Source: an optimization exercise on an open RTL-to-GDS flow (aim: small area, a short achievable clock period and few clock cycles per item). Production flows keep margins and buffers that such runs may drop. RTL that was checked went through simulation tests only; none was proved equivalent to the original. Function not checked in run 2: the RTL went through the layout flow alone.

==> design.v <==
module ncq_dither #(
    parameter MAXW = 32
) (
    input  wire        clk,
    input  wire        rst,           
    input  wire        start,
    output wire        busy,
    input  wire [1:0]  kind,          
    input  wire [7:0]  strength,      
    input  wire        has_t,         
    input  wire [15:0] img_w,
    input  wire [15:0] img_h,
    input  wire [31:0] nseed,
    input  wire        in_valid,
    output wire        in_ready,
    input  wire [31:0] in_pixel,
    output wire        out_valid,
    input  wire        out_ready,
    output wire [31:0] out_pixel,
    output wire [14:0] lut_addr,
    input  wire [7:0]  lut_data,
    output wire [7:0]  pal_addr,
    input  wire [31:0] pal_data
);
    localparam [2:0] PH_WAIT = 3'd3;
    localparam RD = 26;                   
    function [31:0] xs32;
        input [31:0] t;
        reg [31:0] a;
        begin
            a = t ^ (t << 13);
            a = a ^ (a >> 17);
            xs32 = a ^ (a << 5);
        end
    endfunction
    function [3:0] sdig;
        input [1:0] a;
        input [1:0] b;
        reg [2:0] dd;
        reg [1:0] m;
        begin
            dd = {1'b0, a} - {1'b0, b};
            m  = dd[2] ? (2'd0 - dd[1:0]) : dd[1:0];
            sdig = {dd[2], m == 2'd3, m == 2'd2, m == 2'd1};
        end
    endfunction
    function [15:0] sdig4;
        input [7:0] w;
        input [7:0] u;
        begin
            sdig4 = {sdig(w[7:6], u[7:6]), sdig(w[5:4], u[5:4]),
                     sdig(w[3:2], u[3:2]), sdig(w[1:0], u[1:0])};
        end
    endfunction
    function [20:0] sdrow;
        input [3:0]  dg;
        input [19:0] f;
        input [20:0] f3x;
        begin
            sdrow = (({21{dg[0]}} & {1'b0, f}) | ({21{dg[1]}} & {f, 1'b0}) |
                     ({21{dg[2]}} & f3x)) ^ {21{dg[3]}};
        end
    endfunction
    function [15:0] sat_add;
        input [15:0] cv;
        input [15:0] con;
        reg [16:0] s;
        begin
            s = {cv[15], cv} + {con[15], con};
            if (s[16] != s[15])
                sat_add = s[16] ? 16'h8000 : 16'h7FFF;
            else
                sat_add = s[15:0];
        end
    endfunction
    reg [1:0]  k_q;
    reg [7:0]  s_q;
    reg        hast_q;
    reg [15:0] w_q;
    reg [15:0] h_q;
    reg        act;            
    wire sol = (k_q == 2'd0);
    wire dfl = (k_q == 2'd1);
    wire hvy = (k_q == 2'd2);
    wire nsy = (k_q == 2'd3);
    assign busy = act;
    wire accept = start & ~act;
    reg [15:0] ix, iy;
    reg        in_done;
    reg        hv;
    reg [14:0] hw;             
    reg        htr, heor, hlast;
    assign in_ready = act & ~in_done & ~hv;
    wire take = in_valid & in_ready;
    wire [14:0] inw   = {in_pixel[31:27], in_pixel[23:19], in_pixel[15:11]};
    wire        in_tr = hast_q & ~in_pixel[7];
    wire [15:0] ix1 = ix + 16'd1;
    wire [15:0] iy1 = iy + 16'd1;
    wire        in_eor  = (ix1 == w_q);
    wire        in_last = in_eor & (iy1 == h_q);
    wire        pix_avail = hv | take;
    wire [14:0] nw    = hv ? hw    : inw;
    wire        ntr   = hv ? htr   : in_tr;
    wire        neor  = hv ? heor  : in_eor;
    wire        nlast = hv ? hlast : in_last;
    reg        sv;             
    reg [14:0] cw;
    reg        ctr, ceor, clast;
    reg [14:0] breg;           
    reg [1:0]  qn, wp, rp;
    reg [31:0] q0, q1, q2;
    reg        v1, v2, tr1;
    assign out_valid = (qn != 2'd0);
    assign out_pixel = (rp == 2'd0) ? q0 : (rp == 2'd1) ? q1 : q2;
    wire hs = out_valid & out_ready;
    wire [2:0] cnt = {1'b0, qn} + {2'b00, v1} + {2'b00, v2};
    wire credit = (cnt <= 3'd2) | (hs & (cnt == 3'd3));
    wire issue = sv & credit;
    wire [14:0] vb;            
    assign lut_addr = sol ? breg : vb;
    assign pal_addr = tr1 ? 8'd0 : lut_data;
    reg [4:0] x;               
    reg [2:0] ph;              
    reg       iss;             
    reg       pv;              
    reg       flush;           
    reg       zrow;            
    reg       mk_m2, mk_m1, mk_p1, mk_p2;    
    reg [4:0] tc;              
    reg       first;           
    wire ph0 = (ph == 3'd0);
    wire ph1 = (ph == 3'd1);
    wire ph2 = (ph == 3'd2);
    wire late = ph[1];         
    wire ph0x = ph0 & (issue | ~sv);    
    wire done   = (iss ? late : 1'b1) & (first | (tc == 5'd3));
    wire x31    = (x == 5'd31);
    wire nflush = (iss ? ceor : flush) & ~x31;
    wire qroom  = ({1'b0, qn} + {2'b00, v2} - {2'b00, hs}) <= 3'd2;
    wire trans  = act & ~sol & done & (nflush | (hv & qroom));
    wire x_in   = ({1'b0, x} + 6'd1 < w_q[5:0]);    
    wire x_in2  = ({1'b0, x} + 6'd2 < w_q[5:0]);    
    wire ld_sol = act & sol & pix_avail & (~sv | issue);
    wire ld     = ld_sol | (trans & ~nflush);
    reg [31:0] ns;             
    reg [31:0] mreg;           
    wire [7:0] cw8r = {cw[14:10], cw[14:12]};
    wire [7:0] cw8g = {cw[9:5],   cw[9:7]};
    wire [7:0] cw8b = {cw[4:0],   cw[4:2]};
    wire [31:0] d1 = xs32(ns + {cw8r, cw8g, cw8b, 8'h00});
    wire [31:0] d2 = xs32(d1 + 32'h9E3779B9);
    wire [8:0] m0 = 9'd256 + {mreg[31], mreg[31:24]};
    wire [8:0] m1 = 9'd256 + {mreg[23], mreg[23:16]};
    wire [8:0] m2 = 9'd256 + {mreg[15], mreg[15:8]};
    wire [8:0] m3 = 9'd256 + {mreg[7],  mreg[7:0]};
    reg [11:0] ysel;
    always @(*) begin
        if (nsy) begin
            case (ph)
                3'd0:    ysel = {1'b0, m2, 2'b00} + {3'b000, m2};      
                3'd1:    ysel = {m0, 3'b000} - {3'b000, m0};           
                default: ysel = {2'b00, m1, 1'b0} + {3'b000, m1};      
            endcase
        end else begin
            ysel = (dfl && ph1) ? 12'd2048 : 12'd1024;
        end
    end
    wire [19:0] fmul  = s_q * ysel;
    wire [20:0] fmul3 = {1'b0, fmul} + {fmul, 1'b0};
    wire [16:0] fm3   = s_q * m3;
    wire [18:0] fm33  = {2'b00, fm3} + {1'b0, fm3, 1'b0};
    reg [19:0] fop;            
    reg [20:0] fop3;           
    reg [16:0] f3;             
    reg [18:0] f33;            
    reg [47:0]      nm2, nm1, n0, np1, np2, c2;
    reg [48*RD-1:0] ring;
    reg [47:0]      est;
    reg [15:0]      dqr, dqg, dqb;     
    wire [47:0] ring_top = ring[48*RD-1 -: 48];
    wire tp = ~sol & pv;
    wire en_a1   = tp & ph1 & mk_m1;
    wire en_a2   = tp & ph2;
    wire en_b1   = tp & hvy & ph1 & mk_p2;
    wire en_b2   = tp & hvy & ph2 & mk_p1;
    wire en_c1   = tp & hvy & ph1 & mk_m2;
    wire en_np2  = tp & hvy & ph2 & mk_p2;
    wire en_np1n = tp & nsy & mk_p1;                  
    wire [15:0] dsel = ph0 ? dqr : ph1 ? dqg : dqb;
    wire [18:0] t0 = sdrow(dsel[3:0],   {3'b000, f3}, {2'b00, f33});
    wire [18:0] t1 = sdrow(dsel[7:4],   {3'b000, f3}, {2'b00, f33});
    wire [18:0] t2 = sdrow(dsel[11:8],  {3'b000, f3}, {2'b00, f33});
    wire [18:0] t3 = sdrow(dsel[15:12], {3'b000, f3}, {2'b00, f33});
    wire [27:0] p3 = {8'b0, ~dsel[3],  t0} + {6'b0, ~dsel[7],  t1, 2'b0} +
                     {4'b0, ~dsel[11], t2, 4'b0} + {2'b0, ~dsel[15], t3, 6'b0} +
                     {21'b0, dsel[15], 1'b0, dsel[11], 1'b0, dsel[7], 1'b0, dsel[3]} +
                     28'hD580000;
    wire [15:0] con3 = p3[27:12];
    wire [15:0] dr = sdig4(cw8r, pal_data[31:24]);
    wire [15:0] dg = sdig4(cw8g, pal_data[23:16]);
    wire [15:0] db = sdig4(cw8b, pal_data[15:8]);
    wire [47:0] nm2n, nm1n, n0n, np1n, np2n, c2n;
    genvar c;
    generate
        for (c = 0; c < 3; c = c + 1) begin : ch
            localparam H = 47 - 16 * c;
            wire [15:0] dqc = (c == 0) ? dqr : (c == 1) ? dqg : dqb;
            wire [15:0] dnc = (c == 0) ? dr  : (c == 1) ? dg  : db;
            wire [15:0] dm  = v2 ? dnc : dqc;
            wire [16:0] cwc = late ? ({c2[H], c2[H -: 16]} +
                                      {3'b000, hw[14-5*c -: 5], hw[14-5*c -: 3], 6'b100000})
                                   : 17'd0;
            wire [20:0] r0 = sdrow(dm[3:0],   fop, fop3);
            wire [20:0] r1 = sdrow(dm[7:4],   fop, fop3);
            wire [20:0] r2 = sdrow(dm[11:8],  fop, fop3);
            wire [20:0] r3 = sdrow(dm[15:12], fop, fop3);
            wire [30:0] q0 = {9'b0, ~dm[3],  r0};
            wire [30:0] q1 = {7'b0, ~dm[7],  r1, 2'b0};
            wire [30:0] q2 = {5'b0, ~dm[11], r2, 4'b0};
            wire [30:0] q3 = {3'b0, ~dm[15], r3, 6'b0};
            wire [30:0] q4 = {2'b0, ~cwc[16], cwc[15:0], 12'b0};
            wire [30:0] q5 = {24'b0, dm[15], 1'b0, dm[11], 1'b0, dm[7], 1'b0, dm[3]} |
                             31'h65600000;
            wire [30:0] sa = q0 ^ q1 ^ q2;
            wire [30:0] ca = {(q0[29:0] & q1[29:0]) | (q0[29:0] & q2[29:0]) |
                              (q1[29:0] & q2[29:0]), 1'b0};
            wire [30:0] sb = q3 ^ q4 ^ q5;
            wire [30:0] cb = {(q3[29:0] & q4[29:0]) | (q3[29:0] & q5[29:0]) |
                              (q4[29:0] & q5[29:0]), 1'b0};
            wire [30:0] sc = sa ^ ca ^ sb;
            wire [30:0] cc = {(sa[29:0] & ca[29:0]) | (sa[29:0] & sb[29:0]) |
                              (ca[29:0] & sb[29:0]), 1'b0};
            wire [30:0] sd = sc ^ cc ^ cb;
            wire [30:0] cd = {(sc[29:0] & cc[29:0]) | (sc[29:0] & cb[29:0]) |
                              (cc[29:0] & cb[29:0]), 1'b0};
            wire [12:0] lo = {1'b0, sd[11:0]} + {1'b0, cd[11:0]};
            reg [18:0] sq, cq;
            reg        kq;
            always @(posedge clk) begin
                sq <= sd[30:12];
                cq <= cd[30:12];
                kq <= lo[12];
            end
            wire [18:0] vh = sq + cq + {18'd0, kq};      
            wire [15:0] con12 = vh[15:0];
            wire [15:0] con13 = vh[16:1];
            wire [15:0] con14 = vh[17:2];
            assign vb[14-5*c -: 5] = vh[18] ? 5'd0 :
                                     (vh[17:14] != 4'd0) ? 5'd31 : vh[13:9];
            wire [15:0] ao = sat_add(ph1 ? nm1[H -: 16] : n0[H -: 16],
                                     (ph1 && hvy) ? con13 : con12);
            wire [15:0] bo = sat_add(ph1 ? c2[H -: 16] : np1[H -: 16], con13);
            wire [15:0] co = sat_add(nm2[H -: 16], con14);
            assign nm2n[H -: 16] = en_c1 ? co : nm2[H -: 16];
            assign nm1n[H -: 16] = en_a1 ? ao : nm1[H -: 16];
            assign n0n[H -: 16]  = en_a2 ? ao : n0[H -: 16];
            assign np1n[H -: 16] = en_b2 ? bo :
                                   (en_np1n && ph == c) ? con3 : np1[H -: 16];
            assign np2n[H -: 16] = en_np2 ? con14 : np2[H -: 16];
            assign c2n[H -: 16]  = en_b1 ? bo : c2[H -: 16];
        end
    endgenerate
    always @(posedge clk) begin
        if (rst) begin
            act <= 1'b0;
            hv  <= 1'b0;
            sv  <= 1'b0;
            v1  <= 1'b0;
            v2  <= 1'b0;
            qn  <= 2'd0;
            wp  <= 2'd0;
            rp  <= 2'd0;
        end else begin
            if (accept)
                act <= (img_w != 16'd0) && (img_h != 16'd0);
            else if (issue && clast)
                act <= 1'b0;
            if (ld) begin
                if (hv && !take)
                    hv <= 1'b0;
            end else if (take) begin
                hv <= 1'b1;
            end
            if (ld)
                sv <= 1'b1;
            else if (issue)
                sv <= 1'b0;
            v1 <= issue;
            v2 <= v1;
            if (v2)
                wp <= (wp == 2'd2) ? 2'd0 : wp + 2'd1;
            if (hs)
                rp <= (rp == 2'd2) ? 2'd0 : rp + 2'd1;
            qn <= qn + {1'b0, v2} - {1'b0, hs};
        end
    end
    always @(posedge clk) begin
        if (accept) begin
            k_q    <= kind;
            s_q    <= strength;
            hast_q <= has_t;
            w_q    <= img_w;
            h_q    <= img_h;
            ix     <= 16'd0;
            iy     <= 16'd0;
            in_done <= 1'b0;
        end else if (take) begin
            if (in_eor) begin
                ix <= 16'd0;
                iy <= iy1;
            end else
                ix <= ix1;
            in_done <= in_last;
        end
        if (take && !ld) begin
            hw    <= inw;
            htr   <= in_tr;
            heor  <= in_eor;
            hlast <= in_last;
        end
        if (ld) begin
            cw    <= nw;
            ctr   <= ntr;
            ceor  <= neor;
            clast <= nlast;
        end
        if (ld_sol)
            breg  <= nw;
        tr1 <= ctr;
        if (v2) begin
            case (wp)
                2'd0: q0 <= pal_data;
                2'd1: q1 <= pal_data;
                default: q2 <= pal_data;
            endcase
            dqr <= dr;
            dqg <= dg;
            dqb <= db;
        end
        ring <= {ring[48*(RD-1)-1:0], trans ? nm2n : ring_top};
        if (trans)
            tc <= 5'd1;
        else
            tc <= (tc == 5'd25) ? 5'd0 : tc + 5'd1;
        if (accept)
            first <= 1'b1;
        else if (trans)
            first <= 1'b0;
        if (accept) begin
            x     <= 5'd31;
            ph    <= PH_WAIT;
            iss   <= 1'b0;
            pv    <= 1'b0;
            flush <= 1'b0;
            zrow  <= 1'b1;
            ns    <= nseed;
        end else if (trans) begin
            x     <= x + 5'd1;
            ph    <= 3'd0;
            iss   <= ~nflush;
            flush <= nflush;
            pv    <= iss & ~ctr;
            mk_m2 <= (x >= 5'd2);
            mk_m1 <= (x >= 5'd1);
            mk_p1 <= x_in;
            mk_p2 <= x_in2;
            if (x == 5'd30)
                zrow <= 1'b0;
        end else if (ph0) begin
            if (issue || !sv)
                ph <= 3'd1;
        end else if (ph != PH_WAIT) begin
            ph <= ph + 3'd1;
        end
        if (!accept && act && nsy && iss && !ctr && ph0x) begin
            mreg <= {d1[31:16], d2[31:16]};
            ns   <= d2;
        end
        if (accept) begin
            fop  <= 20'd0;
            fop3 <= 21'd0;
        end else if (trans || (act && !sol && ph0x)) begin
            fop  <= fmul;
            fop3 <= fmul3;
        end else if (act && !sol && ph1) begin
            fop  <= (iss && !ctr && x_in) ? fmul  : 20'd0;
            fop3 <= (iss && !ctr && x_in) ? fmul3 : 21'd0;
        end
        if (trans) begin
            f3  <= fm3;
            f33 <= fm33;
        end
        if (accept) begin
            nm2 <= 48'd0;
            nm1 <= 48'd0;
            n0  <= 48'd0;
            np1 <= 48'd0;
            np2 <= 48'd0;
            c2  <= 48'd0;
        end else if (trans) begin
            nm2 <= nm1n;
            nm1 <= n0n;
            n0  <= np1n;
            np1 <= np2n;
            np2 <= 48'd0;
            est <= ring_top;
            c2  <= (zrow && x != 5'd30) ? 48'd0 : est;
        end else begin
            nm2 <= nm2n;
            nm1 <= nm1n;
            n0  <= n0n;
            np1 <= np1n;
            np2 <= np2n;
            c2  <= c2n;
        end
    end
endmodule
==> run.sh <==
#!/bin/bash
# synth_recipe.tcl (not shown) runs the flow's synth.tcl, then flattens the netlist and writes it again
# the make line also repeats each setting of config.mk as NAME=value (left out here)
make -C /OpenROAD-flow-scripts/flow DESIGN_CONFIG=/design/flow/config.mk WORK_HOME=/design/flow/orfs CLKGATE_MAP_FILE= SYNTH_SCRIPT=/design/flow/synth_recipe.tcl finish
==> config.mk <==
export PLATFORM = sky130hd
export DESIGN_NAME = ncq_dither
export DESIGN_NICKNAME = ncq_dither
export VERILOG_FILES = /design/flow/design.v
export SDC_FILE = /design/flow/constraint.sdc
export NUM_CORES = 4
export LEC_CHECK = 0
export CAP_MARGIN = 20
export CORE_MARGIN = 2
export CORE_UTILIZATION = 40
export PLACE_DENSITY = 0.6
export SLEW_MARGIN = 20
==> constraint.sdc <==
create_clock -name core_clock -period 21.0 [get_ports {clk}]
set_input_delay 4.2000 -clock core_clock [delete_from_list [all_inputs] [get_ports {clk}]]
set_output_delay 4.2000 -clock core_clock [all_outputs]
set_load 0.01 [all_outputs]
==> results of run 1 <==
## kinds of logic after synthesis
kind of cell | synth area share
XOR/XNOR | 0.08038
adder cells (fa/ha/maj) | 0.1490
buffers and inverters | 0.04455
multiplexers | 0.01598
flip-flops | 0.4809
AO/OA/AOI/OAI | 0.1419
AND/OR/NAND/NOR | 0.08728
other | 0.00003906
## layout make-up
class                           count  area [um2]  area share
Antenna cell                       10       25.02   0.0002284
Clock buffer                      274        6048     0.05521
Clock inverter                    133        1846     0.01685
Inverter                          626        2357     0.02152
Multi-Input combinational cell   5796       45940      0.4194
Sequential cell                  2136       46180      0.4216
Tap cell                         3167        3963     0.03617
Timing Repair Buffer              352        3183     0.02906
## layer usage
metal	part of all wire	vias up	track usage	wire length, um
met4	0.049	2	0.1074	13580
met3	0.072	543	0.03832	19650
met5	0.000025	-	0	7
met1	0.44	33100	0.3002	120400
met2	0.44	2587	0.3457	121000
li1	-	31660	-	-
## how the worst max path moves through the flow
stage,from,endpoint,cells past startpoint
floorplan,pal_data[8],ch[2].kq$_DFF_P_,25
finish,ch[2].sq[0]$_DFF_P_,lut_addr[4],19
global route,ch[2].sq[0]$_DFF_P_,lut_addr[1],20
detailed placement,pal_data[20],ch[1].kq$_DFF_P_,24
CTS,ch[2].sq[0]$_DFF_P_,lut_addr[4],19
global placement,pal_data[20],ch[1].kq$_DFF_P_,24
## per-stage QoR
| step | utilization | setup slack (ns) |
|---|---|---|
| 2_1_floorplan | - | 11.74 |
| 3_3_place_gp | 0.4262 | 10.43 |
| 3_5_place_dp | 0.4264 | 10.42 |
| 4_1_cts | 0.4595 | 10.39 |
| 5_1_grt | 0.4596 | 9.857 |
| 6_report | 0.4597 | 10.43 |
## sequential cells by signal (all words and copies together), names as in the netlist, 17 cells and up
signal,flops
q2,32
fop3,20
np1,48
f33,18
ring,1248
nm1,48
c2,48
est,48
nm2,48
n0,48
fop,20
ns,32
mreg,32
q0,32
np2,48
ch.sq,51
ch.cq,54
q1,32
f3,17
## cells in the final DEF (no fill, tap or decap), types with 27 or more instances in the layout
master	count
dfxtp_1	1791
nand2_1	800
xnor2_1	643
ha_1	609
inv_1	608
nor2_1	455
o21ai_0	445
a21oi_1	393
edfxtp_1	341
fa_1	332
a222oi_1	288
clkbuf_16	220
clkdlybuf4s50_1	193
o22ai_1	176
xor2_1	168
buf_4	155
and2_1	149
mux2i_1	115
a21o_1	112
o21bai_1	89
nand3_1	80
nor3_1	79
nor2b_1	68
a22oi_1	62
a221oi_1	44
clkinv_2	38
and3_1	36
o211ai_1	35
nand2b_1	35
mux2_2	34
clkbuf_8	34
a21boi_0	29
o31ai_1	27
o21a_1	27
## critical path, cell delays in order, from the launching register on
cell	delay, ns
dfxtp_1	0.31
fa_1	0.45
inv_1	0.09
fa_1	0.22
nor2b_1	0.06
o21ai_0	0.22
a21oi_1	0.12
o21ai_0	0.24
a21oi_1	0.12
o21ai_0	0.25
a21oi_1	0.12
o21ai_0	0.22
a21boi_0	0.16
o21a_1	0.26
o21a_1	0.20
o211ai_1	0.83
nor3_1	0.09
a221oi_1	0.62
a221o_1	0.31
clkdlybuf4s50_1	0.59
==> flow_metrics.env, run 1 <==
export IMPL_status="complete, no violations"
export IMPL_required_ns=16.80
export IMPL_cp_max_fo=6
export IMPL_finalCritPeriodShare=0.5035
export IMPL_routed_wl_um=274600
export IMPL_synth_top_area_cell="dfxtp_1"
export IMPL_synth_edf_count=341
export IMPL_fmax_mhz=94.57
export IMPL_hpwl_um=194100
export IMPL_row_count=179
export IMPL_clock_path_buffers=3
export IMPL_async_reset_ff_frac=0
export IMPL_grt_ovfl_total=0
export IMPL_yosysMostFrequentCell="dfxtp_1"
export IMPL_hold_depth=0
export IMPL_endpoint_kind="output pin"
export IMPL_placed_area_um2=101600
export IMPL_tritoncts="built"
export IMPL_synth_common_cells="1795 x dfxtp_1, 806 x nand2_1, 647 x xnor2_1, 611 x inv_1, 609 x ha_1"
export IMPL_dieArea_um2=244000
export IMPL_tightest_slew_ns=1.255
export IMPL_synth_area_leaders="dfxtp_1 37%, edfxtp_1 11%, ha_1 7.9%"
export IMPL_grt_pass1_wl_um=416400
export IMPL_clock_latency_ns=0.93
export IMPL_hold_start="ring[409]$_DFF_P_"
export IMPL_track_usage=0.2226
export IMPL_final_setup_tns_ns=0
export IMPL_drv_cap=0
export IMPL_synth_seq_area_share=0.4809
export IMPL_synth_distinct_cells=95
export IMPL_cp_start_kind="register"
export IMPL_place_congestion=0.9235
export IMPL_avgSynthCellArea_um2=10.59
export IMPL_final_area_um2=109500
export IMPL_cts_root_buffer_cell="clkbuf_16"
export IMPL_r2r_start="ph[1]$_SDFFE_PP1P_"
export IMPL_hold_worst_slack_ns=0.2585
export IMPL_path_clk_slew_ns=0.07
export IMPL_fp_dieW_um=493.9
export IMPL_ios=210
export IMPL_postCtsHoldBufs=0
export IMPL_numCtsBuffers=213
export IMPL_post_drt_via_cell_ratio=5.434
export IMPL_clock_sinks=2136
export IMPL_syn_area_um2=96010
export IMPL_report_final_slew_viol_count=0
export IMPL_grt_pass1_vias=68110
export IMPL_placed_cells=12080
export IMPL_fin_cells=12490
export IMPL_ctsResizeCount=0
export IMPL_synthesis_instances=9063
export IMPL_fp_dieH_um=493.9
export IMPL_synth_top_area_frac=0.3743
export IMPL_slew_headroom=0.1634
export IMPL_r2r_end="fop3[19]$_SDFFE_PP0P_"
export IMPL_r2r_cells=31
export IMPL_min_period_ns=10.57
export IMPL_antenna_found_initial=19
export IMPL_postCtsSetupBuffers=0
export IMPL_firstDrtPassIters=17
export IMPL_first_iter_violations=7519
export IMPL_initial_core_util=0.4029
export IMPL_setup_viol_count_final=0
export IMPL_io_buffers=193
export IMPL_critPathArrivalTime_ns=6.37
export IMPL_ys_seq_elements=2136
export IMPL_fillers=21870
export IMPL_synth_ff_type="dfxtp_1"
export IMPL_ys_warn_count=1
export IMPL_drive_gt1_frac=0.07717
export IMPL_clock_skew_ns=0.1181
export IMPL_hold_viol_final=0
export IMPL_rsz0062_at_grt="false"
export IMPL_htree_levels=4
export IMPL_coreArea_um2=238300
export IMPL_drc_errors=0
export IMPL_wl_per_cell_um=21.98
export IMPL_min_path_type="reg -> reg"
export IMPL_nets=10220
export IMPL_hold_end="ring[457]$_DFF_P_"
export IMPL_num_vias=67890
export IMPL_crit_type="reg -> out"
export IMPL_ant_nets=0
export IMPL_r2r_slack_ns=11.33
export IMPL_area_growth_pct=14.09
export IMPL_grt_max_degree=184
Testbench counts, summed over its fixed seeds: cycles 20,536, pixels 8,192.
==> run 2: changes to the inputs <==
--- a/design.v
+++ b/design.v
@@ -107,14 +107,15 @@
     reg [14:0] cw;
     reg        ctr, ceor, clast;
     reg [14:0] breg;           
-    reg [1:0]  qn, wp, rp;
-    reg [31:0] q0, q1, q2;
+    reg [1:0]  qn;             
+    reg        wp, rp;
+    reg [31:0] oq0, oq1;
     reg        v1, v2, tr1;
-    assign out_valid = (qn != 2'd0);
-    assign out_pixel = (rp == 2'd0) ? q0 : (rp == 2'd1) ? q1 : q2;
+    assign out_valid = (qn != 2'd0) | v2;
+    assign out_pixel = (qn == 2'd0) ? pal_data : rp ? oq1 : oq0;
     wire hs = out_valid & out_ready;
     wire [2:0] cnt = {1'b0, qn} + {2'b00, v1} + {2'b00, v2};
-    wire credit = (cnt <= 3'd2) | (hs & (cnt == 3'd3));
+    wire credit = (cnt <= 3'd1) | (hs & (cnt == 3'd2));
     wire issue = sv & credit;
     wire [14:0] vb;            
     assign lut_addr = sol ? breg : vb;
@@ -136,7 +137,7 @@
     wire done   = (iss ? late : 1'b1) & (first | (tc == 5'd3));
     wire x31    = (x == 5'd31);
     wire nflush = (iss ? ceor : flush) & ~x31;
-    wire qroom  = ({1'b0, qn} + {2'b00, v2} - {2'b00, hs}) <= 3'd2;
+    wire qroom  = ({1'b0, qn} + {2'b00, v2} - {2'b00, hs}) <= 3'd1;
     wire trans  = act & ~sol & done & (nflush | (hv & qroom));
     wire x_in   = ({1'b0, x} + 6'd1 < w_q[5:0]);    
     wire x_in2  = ({1'b0, x} + 6'd2 < w_q[5:0]);    
@@ -268,8 +269,8 @@
             v1  <= 1'b0;
             v2  <= 1'b0;
             qn  <= 2'd0;
-            wp  <= 2'd0;
-            rp  <= 2'd0;
+            wp  <= 1'b0;
+            rp  <= 1'b0;
         end else begin
             if (accept)
                 act <= (img_w != 16'd0) && (img_h != 16'd0);
@@ -288,9 +289,9 @@
             v1 <= issue;
             v2 <= v1;
             if (v2)
-                wp <= (wp == 2'd2) ? 2'd0 : wp + 2'd1;
+                wp <= ~wp;
             if (hs)
-                rp <= (rp == 2'd2) ? 2'd0 : rp + 2'd1;
+                rp <= ~rp;
             qn <= qn + {1'b0, v2} - {1'b0, hs};
         end
     end
@@ -328,11 +329,10 @@
             breg  <= nw;
         tr1 <= ctr;
         if (v2) begin
-            case (wp)
-                2'd0: q0 <= pal_data;
-                2'd1: q1 <= pal_data;
-                default: q2 <= pal_data;
-            endcase
+            if (wp)
+                oq1 <= pal_data;
+            else
+                oq0 <= pal_data;
             dqr <= dr;
             dqg <= dg;
             dqb <= db;
@@ -390,28 +390,25 @@
             f3  <= fm3;
             f33 <= fm33;
         end
-        if (accept) begin
-            nm2 <= 48'd0;
-            nm1 <= 48'd0;
-            n0  <= 48'd0;
-            np1 <= 48'd0;
-            np2 <= 48'd0;
-            c2  <= 48'd0;
-        end else if (trans) begin
+        if (trans) begin
             nm2 <= nm1n;
             nm1 <= n0n;
             n0  <= np1n;
-            np1 <= np2n;
+            np1 <= first ? 48'd0 : np2n;
             np2 <= 48'd0;
             est <= ring_top;
-            c2  <= (zrow && x != 5'd30) ? 48'd0 : est;
         end else begin
             nm2 <= nm2n;
             nm1 <= nm1n;
             n0  <= n0n;
             np1 <= np1n;
             np2 <= np2n;
-            c2  <= c2n;
         end
+        if (accept)
+            c2 <= 48'd0;
+        else if (trans)
+            c2 <= (zrow && x != 5'd30) ? 48'd0 : est;
+        else
+            c2 <= c2n;
     end
 endmodule
==> flow/run.sh (new file) <==
#!/bin/bash
set -euo pipefail

MARGIN=12.5

# standard synthesis, unchanged
bash standard.sh synth > synth.log 2>&1

# the rest of the standard layout, with the setup margin
sed 's|"${@:-finish}"|SETUP_SLACK_MARGIN='"$MARGIN"' "${@:-finish}"|' standard.sh > standard_margin.sh
grep -q "SETUP_SLACK_MARGIN=$MARGIN" standard_margin.sh
bash standard_margin.sh > layout.log 2>&1
==> standard.sh (new file) <==
#!/bin/bash
# synth_recipe.tcl (not shown) runs the flow's synth.tcl, then flattens the netlist and writes it again
# the make line also repeats each setting of config.mk as NAME=value (left out here)
make -C /OpenROAD-flow-scripts/flow DESIGN_CONFIG=/design/flow/config.mk WORK_HOME=/design/flow/orfs CLKGATE_MAP_FILE= SYNTH_SCRIPT=/design/flow/synth_recipe.tcl "${@:-finish}"
removed: run.sh
==> flow_metrics.env, run 2 <==
export IMPL_htree_levels=4
export IMPL_wl_per_cell_um=21.85
export IMPL_cts_root_buffer_cell="clkbuf_16"
export IMPL_clock_skew_ns=0.09187
export IMPL_avgSynthCellArea_um2=10.73
export IMPL_hold_start="ring[250]$_DFF_P_"
export IMPL_clock_latency_ns=0.91
export IMPL_fp_dieH_um=492.6
export IMPL_coreArea_um2=237600
export IMPL_drive_gt1_frac=0.1421
export IMPL_tightest_slew_ns=1.307
export IMPL_cp_startpoint="ch[1].kq$_DFF_P_"
export IMPL_hold_viol_final=0
export IMPL_finalCritPeriodShare=0.4404
export IMPL_dieArea_um2=242600
export IMPL_grt_max_degree=143
export IMPL_largest_reg_flops=1248
export IMPL_crit_chain="fa_2, a21o_1, a21oi_2, o21ai_1, a21oi_1, o21ai_1, a21oi_1, o21ai_1, a21oi_2, o21ai_1, a31oi_1, buf_4, buf_4, o21bai_1, a211oi_2, a21oi_4, o41a_1, buf_4, a221o_1, buf_2"
export IMPL_track_usage=0.2185
export IMPL_area_growth_pct=17.53
export IMPL_place_congestion=0.9399
export IMPL_crit_path_frequent_cell="o21ai_1"
export IMPL_placed_area_um2=101500
export IMPL_final_area_um2=112200
export IMPL_final_cell_mix="1784 x dfxtp_1, 729 x nand2_1, 625 x xnor2_1"
export IMPL_post_drt_via_cell_ratio=5.430
export IMPL_io_buffers=193
export IMPL_slew_headroom=0.1274
export IMPL_routed_wl_um=273900
export IMPL_initial_core_util=0.4018
export IMPL_status="complete, no violations"
export IMPL_slowest_stage="o41a_1"
export IMPL_ys_warn_count=1
export IMPL_fillers=21450
export IMPL_first_iter_violations=7200
export IMPL_rsz0062_at_grt="true"
export IMPL_min_path_type="reg -> reg"
export IMPL_grt_pass1_wl_um=409800
export IMPL_top_regs="ring: 1248 flops, ch.cq: 54 flops, ch.sq: 51 flops"
export IMPL_crit_type="reg -> out"
export IMPL_r2r_start="ch[0].kq$_DFF_P_"
export IMPL_critPathArrivalTime_ns=5.05
export IMPL_final_util=0.4722
export IMPL_tritoncts="built"
export IMPL_synth_area_leaders="dfxtp_1 38%, edfxtp_1 9.7%, ha_1 8.0%"
export IMPL_path_clk_slew_ns=0.06
export IMPL_synthesis_instances=8897
export IMPL_synth_top_area_cell="dfxtp_1"
export IMPL_antenna_found_initial=25
export IMPL_syn_area_um2=95480
export IMPL_cp_max_fo=3
export IMPL_yosysMostFrequentCell="dfxtp_1"
export IMPL_synth_distinct_cells=106
export IMPL_synth_ff_type="dfxtp_1"
export IMPL_top_register="ring"
export IMPL_fmax_mhz=108.1
export IMPL_pre_cts_slack_ns=10.16
export IMPL_setup_slack_ns=11.75
export IMPL_num_vias=68040
export IMPL_drv_cap=0
export IMPL_synth_common_cells="1793 x dfxtp_1, 737 x nand2_1, 651 x xnor2_1, 609 x ha_1, 596 x inv_1"
export IMPL_clock_sinks=2102
export IMPL_endpoint_kind="output pin"
export IMPL_required_ns=16.80
export IMPL_drc_errors=0
export IMPL_nets=10260
export IMPL_synth_top_area_frac=0.3759
export IMPL_fp_dieW_um=492.6
export IMPL_ant_nets=0
export IMPL_cp_start_kind="register"
export IMPL_async_reset_ff_frac=0
export IMPL_firstDrtPassIters=16
export IMPL_ios=210
export IMPL_synth_edf_count=309
export IMPL_crit_buf_inv=4
export IMPL_row_count=179
export IMPL_final_setup_tns_ns=0
export IMPL_report_final_slew_viol_count=0
export IMPL_synth_seq_area_share=0.4731
export IMPL_ys_seq_elements=2102
export IMPL_clock_path_buffers=3
export IMPL_layout_commonest_cell="dfxtp_1"
export IMPL_numCtsBuffers=210
export IMPL_grt_ovfl_total=0
export IMPL_min_period_ns=9.248
export IMPL_grt_pass1_vias=67900
export IMPL_slowest_delay_ns=0.46
export IMPL_crit_family="compound AO/OA/AOI/OAI gates"
export IMPL_hpwl_um=187400
export IMPL_setup_viol_count_final=0
export IMPL_hold_worst_slack_ns=0.2582
## run 2: cell types whose count changed in the layout (fill, tap and decap cells not counted), moves of 36 or more
cell             delta
buf_6              +38
o21ai_2            +36
nor2_1             -82
buf_4             +142
mux2i_1            +81
a21oi_2            +52
nand2_1            -71
nor2_4             +37
buf_2              +45
clkdlybuf4s50_1    -95
mux2_2             +62
o21ai_0            -83
o22ai_1           -130
## run 2: layout make-up
class	count	area, um2	share of cell area
multi-input cells	5717	48380	0.4311
flip-flops and latches	2102	45190	0.4027
clock buffers	286	6116	0.05450
repair buffers	523	4679	0.04170
well taps	3167	3963	0.03531
inverters	612	2335	0.02081
clock inverters	107	1509	0.01345
diodes	18	45.04	0.0004014
## run 2: per-layer routing
layer / vias to the layer above / global-route usage / routed length, um
met5: - / 0 / 43
met4: 8 / 0.1057 / 14510
met3: 684 / 0.04247 / 20550
met2: 2560 / 0.3437 / 122100
met1: 33260 / 0.2880 / 116700
li1: 31530 / - / -
## run 2: worst paths after layout
path	to	slack (ns)	cells after the start
max	lut_addr[6]	11.75	20
min	ring[298]$_DFF_P_	0.26	0
max reg2reg	nm1[43]$_DFF_P_	12.64	51
min reg2reg	ring[298]$_DFF_P_	0.26	0
## run 2: logic make-up after synthesis
logic type | after synthesis | share of synthesized area
xor gates and xnor gates | 848 | 0.08366
muxes | 295 | 0.03225
DFF | 2102 | 0.4731
buffers and inverters | 1087 | 0.04303
and+or+nand+nor | 1743 | 0.08266
AOI/OAI and AO/OA | 1877 | 0.1355
other | 1 | 0.00003928
adders and majority gates | 944 | 0.1497
## run 2: through the flow
step,instances
floorplan,8898
global placement,11930
detailed placement,11930
CTS,12430
global route,12530
finish,12530
## run 2: timing repair
item	CTS	global route
pin swaps	94	142
resized for setup	702	200
buffers inserted	99	74
cloned	7	9
setup endpoints to repair	150	198
hold buffers	0	0
## run 2: worst register-to-register path, delay by kind of cell, from the launching register on
family / cells / cell delay [ns]
AO/OA/AOI/OAI: 13 / 1.91
multiplexers: 3 / 0.89
buffers and inverters: 26 / 3.15
adder cells (fa/ha/maj): 3 / 0.74
AND/OR/NAND/NOR: 6 / 1.18
flip-flops: 1 / 0.38
==> run 3: changes to the inputs <==
--- a/design.v
+++ b/design.v
@@ -242,12 +242,16 @@
                 cq <= cd[30:12];
                 kq <= lo[12];
             end
-            wire [18:0] vh = sq + cq + {18'd0, kq};      
+            wire [9:0]  lw  = {1'b0, sq[8:0]} + {1'b0, cq[8:0]} + {9'd0, kq};
+            wire [9:0]  hi0 = sq[18:9] + cq[18:9];
+            wire [9:0]  hi1 = sq[18:9] + cq[18:9] + 10'd1;
+            wire [18:0] vh  = {lw[9] ? hi1 : hi0, lw[8:0]};
             wire [15:0] con12 = vh[15:0];
             wire [15:0] con13 = vh[16:1];
             wire [15:0] con14 = vh[17:2];
-            assign vb[14-5*c -: 5] = vh[18] ? 5'd0 :
-                                     (vh[17:14] != 4'd0) ? 5'd31 : vh[13:9];
+            wire [4:0] b0 = hi0[9] ? 5'd0 : (hi0[8:5] != 4'd0) ? 5'd31 : hi0[4:0];
+            wire [4:0] b1 = hi1[9] ? 5'd0 : (hi1[8:5] != 4'd0) ? 5'd31 : hi1[4:0];
+            assign vb[14-5*c -: 5] = lw[9] ? b1 : b0;
             wire [15:0] ao = sat_add(ph1 ? nm1[H -: 16] : n0[H -: 16],
                                      (ph1 && hvy) ? con13 : con12);
             wire [15:0] bo = sat_add(ph1 ? c2[H -: 16] : np1[H -: 16], con13);
==> flow_metrics.env, run 3 <==
export IMPL_synth_top_area_cell="dfxtp_1"
export IMPL_io_buffers=193
export IMPL_firstDrtPassIters=22
export IMPL_fp_dieH_um=493.0
export IMPL_use_met1=0.2950
export IMPL_synth_ff_type="dfxtp_1"
export IMPL_drc_errors=0
export IMPL_clock_path_buffers=3
export IMPL_async_reset_ff_frac=0
export IMPL_crit_chain="buf_8, nor2_4, a21oi_2, buf_2"
export IMPL_multi_input_area_um2=48650
export IMPL_tritoncts="built"
export IMPL_initial_core_util=0.4022
export IMPL_htree_levels=4
export IMPL_yosys_area_share_simple=0.08609
export IMPL_postCtsHoldBufs=0
export IMPL_dieArea_um2=243100
export IMPL_top_register="ring"
export IMPL_synth_distinct_cells=102
export IMPL_grt_max_degree=77
export IMPL_crit_type="in -> out"
export IMPL_slowest_delay_ns=0.18
export IMPL_critPathArrivalTime_ns=4.62
export IMPL_ys_warn_count=1
export IMPL_syn_area_um2=95660
export IMPL_drv_cap=0
export IMPL_required_ns=16.80
export IMPL_synth_seq_area_share=0.4722
export IMPL_min_path_type="reg -> reg"
export IMPL_fmax_mhz=113.3
export IMPL_synth_compound_area_frac=0.1371
export IMPL_grt_pass1_vias=66950
export IMPL_cp_max_fo=2
export IMPL_crit_family="buffers and inverters"
export IMPL_clock_sinks=2102
export IMPL_nets=10300
export IMPL_cts_root_buffer_cell="clkbuf_16"
export IMPL_top_usage_layer="met2"
export IMPL_num_vias=67790
export IMPL_final_setup_tns_ns=0
export IMPL_clock_skew_ns=0.09475
export IMPL_grtUsageMet2=0.3250
export IMPL_final_seq_area_um2=45180
export IMPL_synth_area_leaders="dfxtp_1 38%, edfxtp_1 9.7%, ha_1 8.0%"
export IMPL_pre_cts_slack_ns=10.28
export IMPL_grt_ovfl_total=0
export IMPL_final_area_um2=111500
export IMPL_cp_start_kind="input port"
export IMPL_post_drt_via_cell_ratio=5.402
export IMPL_hold_viol_final=0
export IMPL_synth_fa_ha_area_frac=0.1504
export IMPL_fp_dieW_um=493.0
export IMPL_numCtsBuffers=207
export IMPL_ant_nets=0
export IMPL_slew_headroom=0.2027
export IMPL_endpoint_kind="output pin"
export IMPL_clock_latency_ns=0.89
export IMPL_crit_buf_inv=2
export IMPL_synth_top_family_by_area="adder cells"
export IMPL_synth_edf_count=309
export IMPL_grt_use_met3=0.04387
export IMPL_first_iter_violations=7827
export IMPL_row_count=179
export IMPL_area_growth_pct=16.52
export IMPL_drive_gt1_frac=0.1242
export IMPL_fillers=21730
export IMPL_synthesis_instances=9003
export IMPL_slowest_stage="buf_2"
export IMPL_status="complete, no violations"
export IMPL_tightest_slew_ns=1.194
export IMPL_synth_top_area_frac=0.3752
export IMPL_placed_area_um2=101600
export IMPL_ys_seq_elements=2102
export IMPL_grt_pass1_wl_um=404100
export IMPL_min_period_ns=8.824
export IMPL_place_congestion=0.9080
export IMPL_top_regs="ring: 1248 flops, ch.cq: 54 flops, ch.sq: 51 flops"
export IMPL_report_final_slew_viol_count=0
export IMPL_wl_per_cell_um=21.41
export IMPL_synth_xor_area_frac=0.08326
export IMPL_ios=210
export IMPL_setup_viol_count_final=0
export IMPL_coreArea_um2=237900
export IMPL_synthMuxAreaShare=0.02851
export IMPL_avgSynthCellArea_um2=10.63
export IMPL_largest_reg_flops=1248
export IMPL_synth_common_cells="1793 x dfxtp_1, 683 x nand2_1, 655 x xnor2_1, 612 x ha_1, 573 x inv_1"
export IMPL_path_clk_slew_ns=0.06
export IMPL_setup_slack_ns=12.18
export IMPL_final_cell_mix="1784 x dfxtp_1, 677 x nand2_1, 628 x xnor2_1"
export IMPL_antenna_found_initial=17
export IMPL_routed_wl_um=268600
export IMPL_rsz0062_at_grt="true"
export IMPL_finalCritPeriodShare=0.4202
export IMPL_track_usage=0.2141
export IMPL_hpwl_um=185900
export IMPL_yosysMostFrequentCell="dfxtp_1"
export IMPL_layout_commonest_cell="dfxtp_1"
[run 3: path summary, 6_finish.rpt]
kind,startpoint,end,slack [ns],depth (start not counted)
max,pal_data[17],out_pixel[17],12.18,4
min reg2reg,ring[1069]$_DFF_P_,ring[1117]$_DFF_P_,0.30,0
min,ring[1069]$_DFF_P_,ring[1117]$_DFF_P_,0.30,0
max reg2reg,mreg[24]$_DFFE_PP_,fop3[19]$_SDFFE_PP0P_,12.54,34
[run 3: layer usage]
metal / share of wire / wire length [um]
met5: 0.00012 / 32
met4: 0.047 / 12610
met2: 0.43 / 115900
met1: 0.44 / 119000
met3: 0.079 / 21110
[run 3: cell type report]
class	count	area share
multi-input combinational	5838	0.4365
sequential	2102	0.4054
clock buffer	282	0.05293
timing repair buffer	461	0.03731
tap	3167	0.03555
inverter	591	0.02016
clock inverter	101	0.01199
antenna	7	0.0001572
[run 3: what timing repair did]
action	4_1_cts	5_1_grt
cloned	6	7
endpoints found under the setup margin	143	91
pin swaps	101	134
resized for setup	683	158
buffers inserted	67	49
[run 3: cell families (layout without fill, tap and decap cells)]
group,after synthesis,count (layout)
simple gates,1823,1823
other cells,1,9
compound gates,1920,1927
flops,2102,2102
fa+ha+maj,949,949
xor+xnor,872,872
mux,265,265
buf+inv,1071,1435
[run 3: per-stage QoR]
stage | utilization | cells | hold WS (ns)
after floorplan | - | 9004 | 0.3096
after global placement | 0.4273 | 12030 | 0.3097
after detailed placement | 0.4273 | 12030 | 0.3121
after CTS | 0.4636 | 12490 | 0.2904
after global routing | 0.4686 | 12550 | 0.3100
final | 0.4686 | 12550 | 0.3004
Testbench counts of run 3, summed over its fixed seeds: cycles 20,528, pixels 8,192.
==> run 4: changes to the inputs <==
--- a/config.mk
+++ b/config.mk
@@ -7,6 +7,8 @@
 export LEC_CHECK = 0
 export CAP_MARGIN = 20
 export CORE_MARGIN = 2
-export CORE_UTILIZATION = 40
-export PLACE_DENSITY = 0.6
+export CORE_UTILIZATION = 55
+export CTS_CLUSTER_DIAMETER = 100
+export CTS_CLUSTER_SIZE = 30
+export PLACE_DENSITY = 0.7
 export SLEW_MARGIN = 20
==> flow_metrics.env, run 4 <==
export IMPL_first_iter_violations=7899
export IMPL_synth_compound_area_frac=0.1371
export IMPL_synth_top_family_by_area="adder cells"
export IMPL_worstSetupEndpoint="out_pixel[13]"
export IMPL_drv_cap=0
export IMPL_slowest_delay_ns=0.16
export IMPL_numCtsBuffers=86
export IMPL_final_setup_tns_ns=0
export IMPL_endpoint_kind="output pin"
export IMPL_status="complete, no violations"
export IMPL_synth_common_cells="1793 x dfxtp_1, 683 x nand2_1, 655 x xnor2_1, 612 x ha_1, 573 x inv_1"
export IMPL_firstDrtPassIters=14
export IMPL_drc_errors=0
export IMPL_r2r_slack_ns=12.65
export IMPL_cp_startpoint="pal_data[13]"
export IMPL_rsz0062_at_grt="true"
export IMPL_grt_max_degree=150
export IMPL_min_path_type="reg -> reg"
export IMPL_crit_chain="buf_8, nor2_4, a21oi_2, buf_2"
export IMPL_ys_seq_elements=2102
export IMPL_top_register="ring"
export IMPL_grt_pass1_wl_um=397900
export IMPL_synth_fa_ha_area_frac=0.1504
export IMPL_fmax_mhz=113.5
export IMPL_ios=210
export IMPL_cp_num_cells=4
export IMPL_largest_reg_flops=1248
export IMPL_row_count=153
export IMPL_final_cell_mix="1785 x dfxtp_1, 678 x nand2_1, 629 x xnor2_1"
export IMPL_path_clk_slew_ns=0.12
export IMPL_hold_viol_final=0
export IMPL_setup_viol_count_final=0
export IMPL_r2r_start="mreg[24]$_DFFE_PP_"
export IMPL_fillers=14060
export IMPL_cts_root_buffer_cell="clkbuf_16"
export IMPL_clock_sinks=2102
export IMPL_layout_commonest_cell="dfxtp_1"
export IMPL_slowest_stage="buf_2"
export IMPL_htree_levels=3
export IMPL_synth_xor_area_frac=0.08326
export IMPL_ant_nets=0
export IMPL_hold_worst_slack_ns=0.3019
export IMPL_placed_area_um2=100500
export IMPL_routed_wl_um=263400
export IMPL_ys_warn_count=1
export IMPL_final_seq_area_um2=45180
export IMPL_multi_input_area_um2=48590
export IMPL_fp_dieH_um=421.0
export IMPL_synth_top_area_frac=0.3752
export IMPL_area_growth_pct=10.53
export IMPL_final_area_um2=105700
export IMPL_top_regs="ring: 1248 flops, ch.cq: 54 flops, ch.sq: 51 flops"
export IMPL_report_final_slew_viol_count=0
export IMPL_nets=10150
export IMPL_yosys_area_share_simple=0.08609
export IMPL_synthMuxAreaShare=0.02851
export IMPL_async_reset_ff_frac=0
export IMPL_wl_per_cell_um=23.05
export IMPL_synth_seq_area_share=0.4722
export IMPL_clock_skew_ns=0.06712
export IMPL_finalCritPeriodShare=0.4196
export IMPL_antenna_found_initial=15
export IMPL_track_usage=0.2887
export IMPL_drive_gt1_frac=0.09870
export IMPL_grt_pass1_vias=66700
export IMPL_synth_area_leaders="dfxtp_1 38%, edfxtp_1 9.7%, ha_1 8.0%"
export IMPL_place_congestion=0.9568
export IMPL_crit_family="buffers and inverters"
export IMPL_synthesis_instances=9003
export IMPL_grt_ovfl_total=0
export IMPL_initial_core_util=0.5522
export IMPL_cp_max_fo=2
export IMPL_min_period_ns=8.812
export IMPL_r2r_end="fop3[19]$_SDFFE_PP0P_"
export IMPL_clock_path_buffers=3
export IMPL_hpwl_um=184300
export IMPL_required_ns=16.80
export IMPL_dieArea_um2=177300
export IMPL_io_buffers=193
export IMPL_tightest_slew_ns=1.272
export IMPL_final_util=0.6103
export IMPL_critPathArrivalTime_ns=4.61
export IMPL_num_vias=67390
export IMPL_crit_buf_inv=2
export IMPL_fp_dieW_um=421.0
export IMPL_synth_ff_type="dfxtp_1"
export IMPL_synth_edf_count=309
export IMPL_avgSynthCellArea_um2=10.63
export IMPL_yosysMostFrequentCell="dfxtp_1"
export IMPL_coreArea_um2=173200
export IMPL_slew_headroom=0.1508
export IMPL_syn_area_um2=95660
export IMPL_crit_type="in -> out"
export IMPL_postCtsHoldBufs=0
export IMPL_synth_distinct_cells=102
export IMPL_post_drt_via_cell_ratio=5.897
export IMPL_cp_start_kind="input port"
export IMPL_tritoncts="built"
export IMPL_synth_top_area_cell="dfxtp_1"
export IMPL_clock_latency_ns=0.83
export IMPL_r2r_cells=34
## run 4: timing repair
item | 4_1_cts | 5_1_grt
setup endpoints to repair | 128 | 86
buffers inserted | 69 | 32
hold endpoints to repair | 0 | 0
resized for setup | 688 | 132
cloned | 8 | 7
pin swaps | 106 | 129
## run 4: per-layer routing
metal | vias to the layer above | global-route usage | wire, um
li1 | 31170 | - | -
met1 | 32880 | 0.3994 | 113400
met2 | 2781 | 0.4445 | 114800
met3 | 560 | 0.04841 | 22000
met4 | 8 | 0.1303 | 13070
met5 | - | 0 | 78
## run 4: cell families after synthesis
kind of cell	count (synthesis)
xor+xnor	872
compound gates	1920
fa+ha+maj	949
simple gates	1823
mux	265
flops	2102
buf+inv	1071
other cells	1
## run 4: worst min-delay path by stage
stage / endpoint / slack [ns] / cells past startpoint / startpoint
after floorplan: ring[1000]$_DFF_P_ / 0.31 / 0 / ring[952]$_DFF_P_
after global placement: ring[770]$_DFF_P_ / 0.31 / 0 / ring[722]$_DFF_P_
after detailed placement: ring[253]$_DFF_P_ / 0.31 / 0 / ring[205]$_DFF_P_
after CTS: ring[157]$_DFF_P_ / 0.31 / 0 / ring[109]$_DFF_P_
after global routing: ring[1025]$_DFF_P_ / 0.31 / 0 / ring[977]$_DFF_P_
final: ring[1025]$_DFF_P_ / 0.30 / 0 / ring[977]$_DFF_P_
## run 4: layout make-up
cell class | instances | area share
Timing Repair Buffer | 434 | 0.03832
Clock buffer | 111 | 0.02203
Clock inverter | 22 | 0.003964
Sequential cell | 2102 | 0.4273
Antenna cell | 6 | 0.0001420
Tap cell | 2325 | 0.02751
Inverter | 591 | 0.02122
Multi-Input combinational cell | 5838 | 0.4595
## run 4: metrics by stage
stage | instances | setup WS [ns]
floorplan | 9004 | 11.97
global placement | 11170 | 10.33
detailed placement | 11170 | 10.34
CTS | 11380 | 12.18
global route | 11430 | 12.17
finish | 11430 | 12.19
## run 4: worst reg2reg max path: cells and delay by family, from the launching register on
family	cells	cell delay [ns]
adder cells (fa/ha/maj)	8	3.41
AO/OA/AOI/OAI	18	3.33
XOR/XNOR	2	0.25
AND/OR/NAND/NOR	3	0.67
flip-flops	1	0.46
buffers and inverters	3	0.15
==> run 5: changes to the inputs <==
==> flow/run.sh (replaced) <==
#!/bin/bash
set -euo pipefail

MARGIN=12.5

# standard synthesis, unchanged
bash standard.sh synth > synth.log 2>&1

# the rest of the standard layout, with the setup margin
sed 's|"${@:-finish}"|SETUP_SLACK_MARGIN='"$MARGIN"' BUFFER_PORTS_ARGS="-buffer_cell sky130_fd_sc_hd__buf_1" "${@:-finish}"|' standard.sh > standard_margin.sh
grep -q "SETUP_SLACK_MARGIN=$MARGIN" standard_margin.sh
bash standard_margin.sh > layout.log 2>&1
--- a/config.mk
+++ b/config.mk
@@ -8,7 +8,7 @@
 export CAP_MARGIN = 20
 export CORE_MARGIN = 2
 export CORE_UTILIZATION = 55
-export CTS_CLUSTER_DIAMETER = 100
-export CTS_CLUSTER_SIZE = 30
+export CTS_CLUSTER_DIAMETER = 60
+export CTS_CLUSTER_SIZE = 20
 export PLACE_DENSITY = 0.7
 export SLEW_MARGIN = 20
==> flow_metrics.env, run 5 <==
export IMPL_fmax_mhz=113.2
export IMPL_min_path_type="reg -> reg"
export IMPL_required_ns=16.80
export IMPL_track_usage=0.2793
export IMPL_async_reset_ff_frac=0
export IMPL_multi_input_area_um2=48380
export IMPL_top_register="ring"
export IMPL_hold_worst_slack_ns=0.2894
export IMPL_final_seq_area_um2=45180
export IMPL_clock_sinks=2102
export IMPL_fp_dieH_um=421.0
export IMPL_crit_chain="buf_8, nor2_4, a21oi_2, buf_2"
export IMPL_syn_area_um2=95660
export IMPL_area_growth_pct=12.17
export IMPL_ant_nets=0
export IMPL_hpwl_um=177000
export IMPL_synth_distinct_cells=102
export IMPL_drv_cap=0
export IMPL_pre_cts_slack_ns=10.72
export IMPL_htree_levels=4
export IMPL_firstDrtPassIters=16
export IMPL_slew_headroom=0.1866
export IMPL_coreArea_um2=173200
export IMPL_crit_type="in -> out"
export IMPL_initial_core_util=0.5522
export IMPL_num_vias=67240
export IMPL_fillers=13910
export IMPL_clock_path_buffers=3
export IMPL_synth_area_leaders="dfxtp_1 38%, edfxtp_1 9.7%, ha_1 8.0%"
export IMPL_yosysMostFrequentCell="dfxtp_1"
export IMPL_numCtsBuffers=159
export IMPL_fin_cells=11550
export IMPL_synthesis_instances=9003
export IMPL_nets=10210
export IMPL_min_period_ns=8.831
export IMPL_path_clk_slew_ns=0.08
export IMPL_placed_cells=11180
export IMPL_synth_top_area_cell="dfxtp_1"
export IMPL_post_drt_via_cell_ratio=5.820
export IMPL_cp_max_fo=3
export IMPL_drc_errors=0
export IMPL_wl_per_cell_um=21.92
export IMPL_setup_viol_count_final=0
export IMPL_report_final_slew_viol_count=0
export IMPL_drive_gt1_frac=0.1079
export IMPL_slowest_delay_ns=0.18
export IMPL_synth_top_area_frac=0.3752
export IMPL_cp_start_kind="input port"
export IMPL_grt_pass1_wl_um=388200
export IMPL_routed_wl_um=253200
export IMPL_slowest_stage="buf_2"
export IMPL_setup_slack_ns=12.17
export IMPL_grt_max_degree=150
export IMPL_final_cell_mix="1789 x dfxtp_1, 679 x nand2_1, 633 x xnor2_1"
export IMPL_antenna_found_initial=13
export IMPL_synth_ff_type="dfxtp_1"
export IMPL_synth_common_cells="1793 x dfxtp_1, 683 x nand2_1, 655 x xnor2_1, 612 x ha_1, 573 x inv_1"
export IMPL_ios=210
export IMPL_place_congestion=0.9833
export IMPL_grt_pass1_vias=67180
export IMPL_dieArea_um2=177300
export IMPL_fp_dieW_um=421.0
export IMPL_cts_root_buffer_cell="clkbuf_16"
export IMPL_synth_edf_count=309
export IMPL_rsz0062_at_grt="true"
export IMPL_grt_ovfl_total=0
export IMPL_final_setup_tns_ns=0
export IMPL_largest_reg_flops=1248
export IMPL_ys_warn_count=1
export IMPL_finalCritPeriodShare=0.4205
export IMPL_clock_latency_ns=0.85
export IMPL_tightest_slew_ns=1.218
export IMPL_top_regs="ring: 1248 flops, ch.cq: 54 flops, ch.sq: 51 flops"
export IMPL_clock_skew_ns=0.07114
export IMPL_first_iter_violations=7564
export IMPL_synth_seq_area_share=0.4722
export IMPL_io_buffers=193
export IMPL_status="complete, no violations"
export IMPL_ys_seq_elements=2102
export IMPL_avgSynthCellArea_um2=10.63
export IMPL_endpoint_kind="output pin"
export IMPL_hold_viol_final=0
export IMPL_tritoncts="built"
export IMPL_critPathArrivalTime_ns=4.63
export IMPL_layout_commonest_cell="dfxtp_1"
export IMPL_row_count=153
==> run 5: cell counts after synthesis <==
No cell type changed its count.
==> run 5: critical path: cells and delay by family <==
kind,cells,cell delay (ns)
buf+inv,2,0.28
simple gates,1,0.10
compound gates,1,0.05
==> run 5: kinds of logic (layout without fill, tap and decap cells) <==
group                      count (synthesis)  in the layout  share of synthesized area
xor gates and xnor gates                 872            872                    0.08326
other                                      1             13                 0.00003920
and+or+nand+nor                         1823           1823                    0.08609
muxes                                    265            265                    0.02851
AOI/OAI and AO/OA                       1920           1922                     0.1371
adders and majority gates                949            949                     0.1504
buffers and inverters                   1071           1281                    0.04236
DFF                                     2102           2102                     0.4722
==> run 5: repair_timing <==
item	4_1_cts	5_1_grt
resized for setup	334	164
buffers inserted	47	42
gates cloned	4	5
hold buffers	0	0
pin swaps	84	112
setup endpoints to repair	188	129
==> run 5: per-layer routing <==
| layer | share of wire | track usage |
|---|---|---|
| met4 | 0.053 | 0.1433 |
| met3 | 0.085 | 0.05509 |
| met1 | 0.42 | 0.3760 |
| met5 | 0.000067 | 0 |
| met2 | 0.44 | 0.4281 |
==> run 5: layout make-up <==
class,count,share of cell area
tap,2325,0.02711
multi-input combinational,5833,0.4509
timing repair buffer,426,0.02950
antenna,11,0.0002565
inverter,591,0.02114
clock inverter,75,0.01044
sequential,2102,0.4211
clock buffer,189,0.03959
==> run 5: final timing paths <==
kind | from | end | slack (ns) | cells after the start
worst min register to register | ring[155]$_DFF_P_ | ring[203]$_DFF_P_ | 0.29 | 0
worst max-delay path | pal_data[0] | out_pixel[0] | 12.17 | 4
worst max register to register | mreg[8]$_DFFE_PP_ | fop3[19]$_SDFFE_PP0P_ | 12.65 | 36
worst min-delay path | ring[155]$_DFF_P_ | ring[203]$_DFF_P_ | 0.29 | 0
==> run 5: per-stage QoR <==
| stage | area, um2 | util |
|---|---|---|
| after floorplan | 96140 | - |
| after global placement | 99300 | 0.5732 |
| after detailed placement | 99310 | 0.5732 |
| after CTS | 106200 | 0.6131 |
| after global routing | 107300 | 0.6193 |
| final | 107300 | 0.6193 |
==> run 6: changes to the inputs <==
--- a/config.mk
+++ b/config.mk
@@ -8,7 +8,7 @@
 export CAP_MARGIN = 20
 export CORE_MARGIN = 2
 export CORE_UTILIZATION = 55
-export CTS_CLUSTER_DIAMETER = 60
-export CTS_CLUSTER_SIZE = 20
+export CTS_CLUSTER_DIAMETER = 80
+export CTS_CLUSTER_SIZE = 25
 export PLACE_DENSITY = 0.7
 export SLEW_MARGIN = 20
==> flow_metrics.env, run 6 <==
export IMPL_synth_edf_count=309
export IMPL_yosysMostFrequentCell="dfxtp_1"
export IMPL_grt_pass1_vias=66440
export IMPL_firstDrtPassIters=17
export IMPL_drv_cap=0
export IMPL_slowest_stage="buf_2"
export IMPL_synth_fa_ha_area_frac=0.1504
export IMPL_crit_type="in -> out"
export IMPL_clock_skew_ns=0.08026
export IMPL_synth_distinct_cells=102
export IMPL_slew_headroom=0.1939
export IMPL_track_usage=0.2773
export IMPL_io_buffers=193
export IMPL_crit_chain="buf_12, nor2_4, a21oi_2, buf_2"
export IMPL_grt_ovfl_total=0
export IMPL_initial_core_util=0.5522
export IMPL_min_period_ns=8.837
export IMPL_grt_pass1_wl_um=385800
export IMPL_fp_dieW_um=421.0
export IMPL_syn_area_um2=95660
export IMPL_final_seq_area_um2=45180
export IMPL_row_count=153
export IMPL_synth_top_area_frac=0.3752
export IMPL_critPathArrivalTime_ns=4.64
export IMPL_cp_startpoint="pal_data[14]"
export IMPL_tritoncts="built"
export IMPL_clock_sinks=2102
export IMPL_fillers=14070
export IMPL_fin_cells=11470
export IMPL_num_vias=67030
export IMPL_r2r_end="fop3[19]$_SDFFE_PP0P_"
export IMPL_endpoint_kind="output pin"
export IMPL_status="complete, no violations"
export IMPL_final_setup_tns_ns=0
export IMPL_synth_compound_area_frac=0.1371
export IMPL_synth_common_cells="1793 x dfxtp_1, 683 x nand2_1, 655 x xnor2_1, 612 x ha_1, 573 x inv_1"
export IMPL_htree_levels=3
export IMPL_placed_cells=11180
export IMPL_async_reset_ff_frac=0
export IMPL_avgSynthCellArea_um2=10.63
export IMPL_wl_per_cell_um=21.98
export IMPL_ys_seq_elements=2102
export IMPL_ys_warn_count=1
export IMPL_top_register="ring"
export IMPL_nets=10170
export IMPL_routed_wl_um=252200
export IMPL_first_iter_violations=7724
export IMPL_synth_area_leaders="dfxtp_1 38%, edfxtp_1 9.7%, ha_1 8.0%"
export IMPL_synth_ff_type="dfxtp_1"
export IMPL_synth_xor_area_frac=0.08326
export IMPL_rsz0062_at_grt="true"
export IMPL_r2r_slack_ns=12.71
export IMPL_area_growth_pct=10.53
export IMPL_top_regs="ring: 1248 flops, ch.cq: 54 flops, ch.sq: 51 flops"
export IMPL_largest_reg_flops=1248
export IMPL_layout_commonest_cell="dfxtp_1"
export IMPL_hold_viol_final=0
export IMPL_cp_start_kind="input port"
export IMPL_clock_path_buffers=3
export IMPL_finalCritPeriodShare=0.4208
export IMPL_synth_seq_area_share=0.4722
export IMPL_required_ns=16.80
export IMPL_grt_max_degree=150
export IMPL_place_congestion=0.9833
export IMPL_setup_viol_count_final=0
export IMPL_post_drt_via_cell_ratio=5.844
export IMPL_drive_gt1_frac=0.1001
export IMPL_yosys_area_share_simple=0.08609
export IMPL_clock_latency_ns=0.84
export IMPL_coreArea_um2=173200
export IMPL_r2r_cells=34
export IMPL_ant_nets=0
export IMPL_numCtsBuffers=113
export IMPL_multi_input_area_um2=48370
export IMPL_ios=210
export IMPL_synthesis_instances=9003
export IMPL_fmax_mhz=113.2
export IMPL_path_clk_slew_ns=0.09
export IMPL_cts_root_buffer_cell="clkbuf_16"
export IMPL_fp_dieH_um=421.0
export IMPL_drc_errors=0
export IMPL_synth_top_family_by_area="adder cells"
export IMPL_report_final_slew_viol_count=0
export IMPL_hpwl_um=177000
export IMPL_slowest_delay_ns=0.17
export IMPL_synth_top_area_cell="dfxtp_1"
export IMPL_worstSetupEndpoint="out_pixel[14]"
export IMPL_cp_max_fo=4
export IMPL_r2r_start="mreg[24]$_DFFE_PP_"
export IMPL_min_path_type="reg -> reg"
export IMPL_tightest_slew_ns=1.208
export IMPL_antenna_found_initial=10
export IMPL_synthMuxAreaShare=0.02851
export IMPL_final_cell_mix="1788 x dfxtp_1, 679 x nand2_1, 631 x xnor2_1"
export IMPL_dieArea_um2=177300
## run 6: cell counts after synthesis
Identical to the previous run, type by type.
## run 6: worst max-delay path: cells and delay by family
family,cells,cell delay (ns)
buf+inv,2,0.30
simple gates,1,0.10
compound gates,1,0.04
## run 6: what timing repair did
item | CTS | global route
pin swaps | 90 | 112
hold buffers | 0 | 0
cloned | 5 | 4
gates resized for setup | 342 | 149
endpoints found under the setup margin | 190 | 117
buffers inserted | 45 | 46
endpoints found under the hold margin | 0 | 0
## run 6: how the worst min path moves through the flow
| stage | from | endpoint | slack (ns) | depth (start not counted) |
|---|---|---|---|---|
| 5_1_grt | ring[826]$_DFF_P_ | ring[874]$_DFF_P_ | 0.30 | 0 |
| 3_5_place_dp | ring[64]$_DFF_P_ | ring[112]$_DFF_P_ | 0.31 | 0 |
| 4_1_cts | ring[100]$_DFF_P_ | ring[148]$_DFF_P_ | 0.28 | 0 |
| 3_3_place_gp | ring[1072]$_DFF_P_ | ring[1120]$_DFF_P_ | 0.31 | 0 |
| 6_report | ring[352]$_DFF_P_ | ring[400]$_DFF_P_ | 0.30 | 0 |
| 2_1_floorplan | ring[952]$_DFF_P_ | ring[1000]$_DFF_P_ | 0.31 | 0 |
## run 6: per-stage QoR
stage | worst slack (ns) | utilization | instance area, um2 | hold WS (ns)
global placement | 10.69 | 0.5732 | 99300 | 0.3096
detailed placement | 10.72 | 0.5732 | 99310 | 0.3121
global route | 12.15 | 0.6102 | 105700 | 0.2974
floorplan | 11.97 | - | 96140 | 0.3096
finish | 12.16 | 0.6103 | 105700 | 0.2955
CTS | 12.18 | 0.6042 | 104700 | 0.2820
## run 6: cells by family (layout without fill, tap and decap cells)
| family | Yosys count | after routing |
|---|---|---|
| xor gates and xnor gates | 872 | 872 |
| AOI/OAI and AO/OA | 1920 | 1923 |
| buffers and inverters | 1071 | 1204 |
| muxes | 265 | 265 |
| other | 1 | 8 |
| DFF | 2102 | 2102 |
| and+or+nand+nor | 1823 | 1823 |
| adders and majority gates | 949 | 949 |
## run 6: final cells by class
type                       instances  area share
inverter                         591     0.02138
clock inverter                    51    0.007715
timing repair buffer             427     0.03031
clock buffer                     135     0.02812
multi-input combinational       5834      0.4575
sequential                      2102      0.4273
tap                             2325     0.02751
antenna                            6   0.0001420
## run 6: routing by layer
layer / track usage / share of wire
met1: 0.3760 / 0.43
met2: 0.4294 / 0.44
met3: 0.04986 / 0.079
met4: 0.1341 / 0.054
met5: 0 / 0.000052

==> port drivers added, routing unchanged <==
In the flow no input, the clock included, has a driving cell. The finished layouts below were timed again as built, in two steps.
Step 1: set_driving_cell puts a clkbuf_16 on clk and a buf_2 on each other input, an assumption about the parent block.
Step 2 times the ports against the registers' clock, not the clock port: input delays grow and output delays shrink by t, the midpoint of the rising clock arrivals with the driver on.
a / b / c = ideal / step 1 / step 2; a / b = the first two.
| run | t (ns) | setup slack, ns | worst register clock-pin slew, ns |
|---|---|---|---|
| run 1 | 0.960 | 10.426 / 10.338 / 10.241 | 0.07 / 0.07 |
| run 2 | 0.947 | 11.752 / 11.663 / 11.462 | 0.07 / 0.07 |
| run 3 | 0.935 | 12.176 / 12.114 / 11.484 | 0.07 / 0.07 |
| run 4 | 0.885 | 12.188 / 12.108 / 11.532 | 0.12 / 0.12 |
| run 5 | 0.899 | 12.169 / 12.106 / 11.491 | 0.08 / 0.08 |
| run 6 | 0.881 | 12.163 / 12.111 / 11.497 | 0.10 / 0.10 |
After both steps setup and hold are still met in every run listed. The setup slack of run 3, which loses most, moves by -0.062 ns with the drivers and by -0.692 ns with both steps.
